What follows belongs to an exercise in optimizing a design on an open flow for small area, a short achievable clock period and few clock cycles; a production flow would make more cautious choices. Function was checked by simulation only, so behaviour that the tests miss may differ from the original. Power and IR drop assume default switching activity.

==> inputs of v30 <==
// rtcc_rsdec
module rtcc_rsdec (
    input  wire       clk,
    input  wire       rst,
    input  wire [3:0] cfg_m,
    input  wire [3:0] cfg_r,
    input  wire [7:0] cfg_n,
    input  wire       in_valid,
    output wire       in_ready,
    input  wire [7:0] in_sym,
    output reg        cor_valid,
    output reg  [7:0] cor_pos,
    output reg  [7:0] cor_val,
    output reg        done,
    output reg        res_fail,
    output reg  [1:0] res_reason,
    output reg  [3:0] res_ncorr,
    output reg  [3:0] res_degl,
    output reg  [3:0] res_len
);
    integer i;
    genvar g;
    reg  [7:0] a_cnt;
    reg  [5:0] a_mh;             
    reg  [3:0] a_r;
    reg  [7:0] a_n;
    reg  [7:0] as [0:7];
    reg        in_rdy;
    reg        q_full;
    reg  [5:0] q_mh;
    reg  [3:0] q_r;
    reg  [7:0] q_n;
    reg  [7:0] qs [0:7];
    reg        q2_full;
    reg  [5:0] q2_mh;
    reg  [3:0] q2_r;
    reg  [7:0] q2_n;
    reg  [7:0] q2s [0:7];
    assign in_ready = in_rdy;
    wire accept  = in_valid && in_rdy;
    wire a_first = (a_cnt == 8'd0);
    wire a_last  = !a_first && (a_cnt + 8'd1 == a_n);
    wire a_last1 = a_first ? (cfg_n == 8'd2) : (a_cnt + 8'd2 == a_n);
    wire [7:0] as_mul [0:7];
    generate
        for (g = 0; g < 8; g = g + 1) begin : g_as
            rtcc_gf_cmul #(.K(g + 1)) u_c (.v(as[g]), .mh(a_mh), .p(as_mul[g]));
        end
    endgenerate
    localparam S_IDLE = 0;
    localparam S_BMT  = 1;       
    localparam S_BMI  = 2;       
    localparam S_CK   = 3;       
    localparam S_CH1  = 4;       
    localparam S_OM   = 5;       
    localparam S_CH2  = 7;       
    localparam S_FN   = 8;       
    localparam S_TR   = 9;       
    localparam S_TR2  = 10;      
    localparam S_TR3  = 11;      
    reg  [11:0] st;
    reg  [5:0] p_mh;
    reg  [3:0] p_r;
    reg  [7:0] p_n;
    reg  [7:0] ps   [0:7];       
    reg  [7:0] lam  [0:8];       
  ...
export LEC_CHECK = 0
export CAP_MARGIN = 20
export CORE_MARGIN = 2
export CORE_UTILIZATION = 50
export PLACE_DENSITY = 0.65
export SLEW_MARGIN = 20
create_clock -name core_clock -period 18.0 [get_ports {clk}]
standard.sh (not shown) runs the stock make flow with config.mk's settings and CLKGATE_MAP_FILE= SYNTH_SCRIPT=/design/flow/synth_recipe.tcl, a recipe that flattens the netlist after the stock synthesis.
==> flow/flow/run.sh <==
#!/bin/bash
# Standard ORFS layout (the standard.sh, with its synthesis unchanged). The timing repair
# steps are asked to leave a larger setup margin, and may resize cells to any footprint.
# The tools' output goes to flow.log in this folder.
set -euo pipefail
ARGS=$(cat flow/repair_args.txt)
bash standard.sh $ARGS finish > flow.log 2>&1
==> flow/flow/repair_args.txt <==
SETUP_SLACK_MARGIN=13.5 MATCH_CELL_FOOTPRINT=0
==> inputs of v4, as changes to v30 <==
--- a/flow/design.v
+++ b/flow/design.v
@@ -129,14 +129,15 @@
     endgenerate
     localparam S_IDLE = 0;
     localparam S_BMT  = 1;       
     localparam S_BMI  = 2;       
     localparam S_CK   = 3;       
     localparam S_CH1  = 4;       
     localparam S_OM   = 5;       
+    localparam S_CH2I = 6;       
     localparam S_CH2  = 7;       
     localparam S_FN   = 8;       
     localparam S_TR   = 9;       
     localparam S_TR2  = 10;      
     localparam S_TR3  = 11;      
     reg  [11:0] st;
     reg  [5:0] p_mh;
@@ -158,23 +159,21 @@
     reg        c1v, c1eN, c1en;   
     reg  [3:0] c1mi, c1ma;      
     reg  [3:0] r2m;              
     reg  [7:0] r2odd [0:3];
     reg  [7:0] r2xe, r2pb;
     reg  [3:0] emitted;
     reg  [3:0] ok, olim;
-    reg  [3:0] oi0;              
-    reg  [2:0] os0;              
+    reg  [3:0] oi0, oi1, oi2;
+    reg  [2:0] os0, os1, os2;
     reg  [2:0] ov;
     reg        olast;
     reg  [3:0] fk, fi;
     reg        fh;
-    wire p_fin;
-    wire p_load = q_full && !q_zero && (st[S_IDLE] || p_fin);
-    wire p_take = (st[S_IDLE] && q_full) || p_load;
+    wire p_take = st[S_IDLE] && q_full;
     wire [7:0] nmax = {p_mh[5], p_mh[5] | p_mh[4], |p_mh[5:3], |p_mh[5:2], |p_mh[5:1], 3'b111};
     wire [3:0] m_m1 = {1'b0, |p_mh[5:2], p_mh[0] | p_mh[1] | p_mh[4] | p_mh[5],
                        p_mh[1] | p_mh[3] | p_mh[5]};       
     wire [7:0] trmask = {2'b00, p_mh[5] | p_mh[3], 1'b0, p_mh[1] | p_mh[2], 2'b00,
                          p_mh[0] | p_mh[2] | p_mh[4]};     
     reg [3:0] deg_l;
     always @* begin
@@ -254,21 +253,14 @@
         2'd2:    tabj = ta2;
         default: tabj = ta3;
         endcase
     end
     wire [7:0] lnew = m1p ^ m2p;
     wire [7:0] dfin = dacc ^ (pend ? m3p : 8'd0);
     wire       lc   = (dfin != 8'd0) && bm_lok;
-    wire       c1_go = (call_n == dl) || c1eN || (dl == 4'd1 && c1en);
-    assign p_fin = (st[S_CK] && deg_l != bm_L) ||
-                   (st[S_CH1] && c1v && cin_n != dl &&
-                    (c1_go || (dl == 4'd2 && c1en && lam[1] == 8'd0))) ||
-                   st[S_TR3] ||
-                   (st[S_CH2] && r2m == 4'd0 && !im[0]) ||
-                   (st[S_FN] && !fh && fi == 4'd0 && emitted + 4'd1 == dl);
     wire [7:0] osum = dacc ^ (ov[0] ? m1p : 8'd0) ^ (ov[1] ? m2p : 8'd0) ^ (ov[2] ? m3p : 8'd0);
     wire [3:0] ok_n = ok - 4'd1;
     wire [3:0] olim_n = (ok_n < dl) ? ok_n : dl;
     always @* begin
         m1a = st[S_CH2] ? r2xe : o1a;   m1b = st[S_CH2] ? tabj : bm_b;
         m2a = o2a;                      m2b = bm_d;
         m3a = lnq;                      m3b = o3b;
@@ -299,19 +291,19 @@
         if (st[S_OM]) begin
             if (olast) begin
                 p0_i = ok_n[2:0];
                 p1_i = ok_n[2:0] - 3'd1;
                 p2_i = ok_n[2:0] - 3'd2;
             end else begin
                 la_i = oi0 + 4'd3;
-                lb_i = oi0 + 4'd4;
-                lc_i = oi0 + 4'd5;
+                lb_i = oi1 + 4'd3;
+                lc_i = oi2 + 4'd3;
                 p0_i = os0 - 3'd3;
-                p1_i = os0 - 3'd4;
-                p2_i = os0 - 3'd5;
+                p1_i = os1 - 3'd3;
+                p2_i = os2 - 3'd3;
             end
         end
         if (st[S_FN]) p0_i = fk[2:0] - 3'd1;
     end
     wire [7:0] la_v = lam_at(la_i);
     wire [7:0] lb_v = lam_at(lb_i);
     wire [7:0] lc_v = lam_at(lc_i);
@@ -357,14 +349,32 @@
                     if (q_zero) begin
                         done       <= 1'b1;
                         res_fail   <= 1'b0;
                         res_reason <= 2'd0;
                         res_ncorr  <= 4'd0;
                         res_degl   <= 4'd0;
                         res_len    <= 4'd0;
+                    end else begin
+                        for (i = 0; i < 8; i = i + 1) ps[i] <= qs[i];
+                        p_mh <= q_mh;
+                        p_r  <= q_r;
+                        p_n  <= q_n;
+                        for (i = 0; i <= 8; i = i + 1) begin
+                            lam[i] <= (i == 0) ? 8'd1 : 8'd0;
+                            bp[i]  <= (i == 0) ? 8'd1 : 8'd0;
+                        end
+                        bm_b   <= 8'd1;
+                        bm_L   <= 4'd0;
+                        bm_s   <= 4'd1;
+                        bm_t   <= 4'd0;
+                        bm_tl  <= 4'd1;
+                        bm_lok <= 1'b1;
+                        dacc   <= qs[0];
+                        pend   <= 1'b0;
+                        st     <= 12'd1 << S_BMT;
                     end
                 end
             end
             st[S_BMT]: begin
                 if (bm_t == p_r) begin
                     st <= 12'd1 << S_CK;
                 end else begin
@@ -408,15 +418,15 @@
                     if (bm_lc) begin
                         bm_b <= bm_d;
                         bm_s <= 4'd1;
                     end else begin
                         bm_s <= bm_s + 4'd1;
                     end
                     bm_L <= bm_Ln;
-                    st   <= (bm_t + 4'd1 == p_r) ? (12'd1 << S_CK) : (12'd1 << S_BMT);
+                    st   <= 12'd1 << S_BMT;
                 end else begin
                     idx <= idx - 4'd1;
                 end
             end
             st[S_CK]: begin
                 dl <= deg_l;
                 if (deg_l != bm_L) begin
@@ -428,15 +438,19 @@
                     res_len    <= bm_L;
                     st         <= 12'd1 << S_IDLE;
                 end else if (deg_l == 4'd1) begin
                     fast  <= 1'b1;
                     ok    <= p_r - 4'd1;
                     olim  <= (p_r - 4'd1 < 4'd1) ? p_r - 4'd1 : 4'd1;
                     oi0   <= 4'd0;
+                    oi1   <= 4'd1;
+                    oi2   <= 4'd2;
                     os0   <= p_r[2:0] - 3'd1;
+                    os1   <= p_r[2:0] - 3'd2;
+                    os2   <= p_r[2:0] - 3'd3;
                     ov    <= {1'b0, p_r != 4'd1, 1'b1};
                     olast <= 1'b1;
                     dacc  <= 8'd0;
                     o1a   <= lam[0];
                     bm_b  <= p0_v;
                     o2a   <= lam[1];
                     bm_d  <= p1_v;
@@ -474,15 +488,19 @@
                 if (c1v) begin
                     cin  <= cin_n;
                     call <= call_n;
                     if (cin_n == dl) begin
                         ok    <= p_r - 4'd1;
                         olim  <= (p_r - 4'd1 < dl) ? p_r - 4'd1 : dl;
                         oi0   <= 4'd0;
+                        oi1   <= 4'd1;
+                        oi2   <= 4'd2;
                         os0   <= p_r[2:0] - 3'd1;
+                        os1   <= p_r[2:0] - 3'd2;
+                        os2   <= p_r[2:0] - 3'd3;
                         ov    <= {(p_r - 4'd1 < dl ? p_r - 4'd1 : dl) >= 4'd2,
                                   (p_r - 4'd1 < dl ? p_r - 4'd1 : dl) >= 4'd1, 1'b1};
                         olast <= ((p_r - 4'd1 < dl ? p_r - 4'd1 : dl) <= 4'd2);
                         dacc  <= 8'd0;
                         o1a   <= lam[0];
                         bm_b  <= p0_v;
                         o2a   <= lam[1];
@@ -540,51 +558,62 @@
                 st         <= 12'd1 << S_IDLE;
             end
             st[S_OM]: begin
                 if (olast) begin
                     ps[ok[2:0]] <= osum;
                     dacc <= 8'd0;
                     if (ok == 4'd0) begin
-                        for (i = 1; i <= 8; i = i + 1) bp[i] <= lam[i];
-                        xe      <= 8'd1;
-                        rN      <= {1'b0, nmax};
-                        rn      <= {1'b0, p_n};
-                        vm      <= {fast, fast, fast, 1'b1};
-                        im      <= {p_n > 8'd3, p_n > 8'd2, 2'b11};
-                        r2m     <= 4'd0;
-                        emitted <= 4'd0;
-                        st      <= 12'd1 << S_CH2;
+                        st <= 12'd1 << S_CH2I;
                     end else begin
                         ok    <= ok_n;
                         olim  <= olim_n;
                         oi0   <= 4'd0;
+                        oi1   <= 4'd1;
+                        oi2   <= 4'd2;
                         os0   <= ok_n[2:0];
+                        os1   <= ok_n[2:0] - 3'd1;
+                        os2   <= ok_n[2:0] - 3'd2;
                         ov    <= {olim_n >= 4'd2, olim_n >= 4'd1, 1'b1};
                         olast <= (olim_n <= 4'd2);
                         o1a   <= lam[0];
                         bm_b  <= p0_v;
                         o2a   <= lam[1];
                         bm_d  <= p1_v;
                         lnq   <= lam[2];
                         o3b   <= p2_v;
                     end
                 end else begin
                     dacc  <= osum;
                     oi0   <= oi0 + 4'd3;
+                    oi1   <= oi1 + 4'd3;
+                    oi2   <= oi2 + 4'd3;
                     os0   <= os0 - 3'd3;
-                    ov    <= {oi0 + 4'd5 <= olim, oi0 + 4'd4 <= olim, oi0 + 4'd3 <= olim};
-                    olast <= (oi0 + 4'd5 >= olim);
+                    os1   <= os1 - 3'd3;
+                    os2   <= os2 - 3'd3;
+                    ov    <= {oi2 + 4'd3 <= olim, oi1 + 4'd3 <= olim, oi0 + 4'd3 <= olim};
+                    olast <= (oi2 + 4'd3 >= olim);
                     o1a   <= la_v;
                     bm_b  <= p0_v;
                     o2a   <= lb_v;
                     bm_d  <= p1_v;
                     lnq   <= lc_v;
                     o3b   <= p2_v;
                 end
             end
+            st[S_CH2I]: begin
+                for (i = 1; i <= 8; i = i + 1) bp[i] <= lam[i];
+                xe      <= 8'd1;
+                rN      <= {1'b0, nmax};
+                rn      <= {1'b0, p_n};
+                vm      <= {fast, fast, fast, 1'b1};
+                im      <= {p_n > 8'd3, p_n > 8'd2, 2'b11};
+                r2m     <= 4'd0;
+                emitted <= 4'd0;
+                st      <= 12'd1 << S_CH2;
+            end
             st[S_CH2]: begin
                 if (r2m != 4'd0) begin
                     bm_b    <= m1p;              
                     bm_d    <= r2odd[rj];        
                     cor_pos <= r2pb - {6'd0, rj};
                     r2m     <= r2m & ~(4'd1 << rj);
                     o2a     <= 8'd1;             
@@ -649,33 +678,14 @@
                         st <= 12'd1 << S_CH2;
                     end
                 end
             end
             default: st <= 12'd1 << S_IDLE;
             endcase
         end
-        if (p_load) begin
-            for (i = 0; i < 8; i = i + 1) ps[i] <= qs[i];
-            p_mh <= q_mh;
-            p_r  <= q_r;
-            p_n  <= q_n;
-            for (i = 0; i <= 8; i = i + 1) begin
-                lam[i] <= (i == 0) ? 8'd1 : 8'd0;
-                bp[i]  <= (i == 0) ? 8'd1 : 8'd0;
-            end
-            bm_b   <= 8'd1;
-            bm_L   <= 4'd0;
-            bm_s   <= 4'd1;
-            bm_t   <= 4'd0;
-            bm_tl  <= 4'd1;
-            bm_lok <= 1'b1;
-            dacc   <= qs[0];
-            pend   <= 1'b0;
-            st     <= 12'd1 << S_BMT;
-        end
         if (rst) begin
             a_cnt     <= 8'd0;
             in_rdy    <= 1'b1;
             q_full    <= 1'b0;
             q2_full   <= 1'b0;
             st        <= 12'd1 << S_IDLE;
             cor_valid <= 1'b0;
==> flow/flow/repair_args.txt (replaced) <==
SETUP_SLACK_MARGIN=13 MATCH_CELL_FOOTPRINT=0
==> flow/config.mk (replaced) <==
export PLATFORM = sky130hd
export DESIGN_NAME = rtcc_rsdec
export DESIGN_NICKNAME = rtcc_rsdec
export VERILOG_FILES = /design/flow/design.v
export SDC_FILE = /design/flow/constraint.sdc
export NUM_CORES = 4
export LEC_CHECK = 0
export CAP_MARGIN = 20
export CORE_MARGIN = 2
export CORE_UTILIZATION = 30
export PLACE_DENSITY = 0.4
export SLEW_MARGIN = 20
==> inputs of v29, as changes to v30 <==
==> flow/flow/repair_args.txt (replaced) <==
SETUP_SLACK_MARGIN=13 MATCH_CELL_FOOTPRINT=0
==> impl_results.rst <==
.. list-table::
   :header-rows: 1

   * - Metric
     - Value
   * - Result of the run
     - timing/DRC/antenna clean
   * - Largest clock skew in the final design
     - 50.9 ps
   * - Worst voltage drop across the vdd grid
     - 0.0000977 V
   * - Terminating pin of the worst hold path
     - q2_r[0]
   * - Start-to-end type of the worst setup path
     - reg -> reg
   * - Overall global routing resource usage
     - 39.0%
   * - Area used by sequential logic in the layout
     - 23100 sq um
   * - DR WL met3
     - 32800 um
   * - Total leakage power
     - 24.6 nW
   * - Stages on worst setup path
     - 13
(the above is from v29)
==> impl_results.rst <==
.. list-table::
   :header-rows: 1

   * - Metric
     - Value
   * - Start-to-end type of the worst setup path
     - reg -> out
   * - Stages on worst setup path
     - 1
   * - Result of the run
     - timing/DRC/antenna clean
   * - Worst voltage drop across the vdd grid
     - 0.000101 V
   * - Terminating pin of the worst hold path
     - p_n[6]
   * - Total leakage power
     - 26.3 nW
   * - Largest clock skew in the final design
     - 52.8 ps
   * - Most common library cells after synthesis
     - 807 x sky130_fd_sc_hd__nand2_1, 742 x sky130_fd_sc_hd__xnor2_1, 683 x sky130_fd_sc_hd__edfxtp_1
   * - DR WL met3
     - 39500 um
(the above is from v30)
==> impl_results.rst <==
.. list-table::
   :header-rows: 1

   * - Metric
     - Value
   * - Result of the run
     - timing/DRC/antenna clean
   * - Count of flip-flops with a built-in enable after synthesis
     - 805
   * - Stages on worst setup path
     - 1
   * - Synthesized flop and latch total
     - 830
   * - Area used by sequential logic in the layout
     - 24700 sq um
   * - Overall global routing resource usage
     - 25.7%
   * - Start-to-end type of the worst setup path
     - reg -> out
   * - DR WL met3
     - 23200 um
   * - Largest clock skew in the final design
     - 111 ps
   * - Die ar.
     - 215000 sq um
   * - Worst voltage drop across the vdd grid
     - 0.0000738 V
   * - Terminating pin of the worst hold path
     - qs[1][6]
(the above is from v4)
Testbench counts of v30, summed over its fixed seeds: cycles 17,661.
Testbench counts of v4, summed over its fixed seeds: cycles 17,921.
Testbench counts of v29, summed over its fixed seeds: cycles 17,661.

afterwards: timing with drivers on the ports:
In the flow no input, the clock included, has a driving cell. The finished layouts below were timed again as built, in two steps.
Step 1: set_driving_cell puts a clkbuf_16 on clk and a buf_2 on each other input, an assumption about the parent block.
Step 2 times the ports against the registers' clock, not the clock port: input delays grow and output delays shrink by t, the midpoint of the rising clock arrivals with the driver on.
a / b / c = ideal / step 1 / step 2; a / b = the first two.
| run | t (ns) | setup WS [ns] | latest minus earliest clock arrival (ns) | worst data-port slew with drivers (ns) |
|---|---|---|---|---|
| v30 | 0.797 | 12.977 / 12.893 / 12.738 | 0.055 / 0.055 | 0.04 |
| v4 | 0.855 | 12.916 / 12.830 / 12.342 | 0.111 / 0.111 | 0.04 |
| v29 | 0.795 | 12.892 / 12.892 / 12.317 | 0.051 / 0.052 | 0.04 |
After both steps every run listed still meets setup and hold. For v29, which loses most, drivers alone change the setup slack by 0.000 ns; drivers and shift together by -0.575 ns.
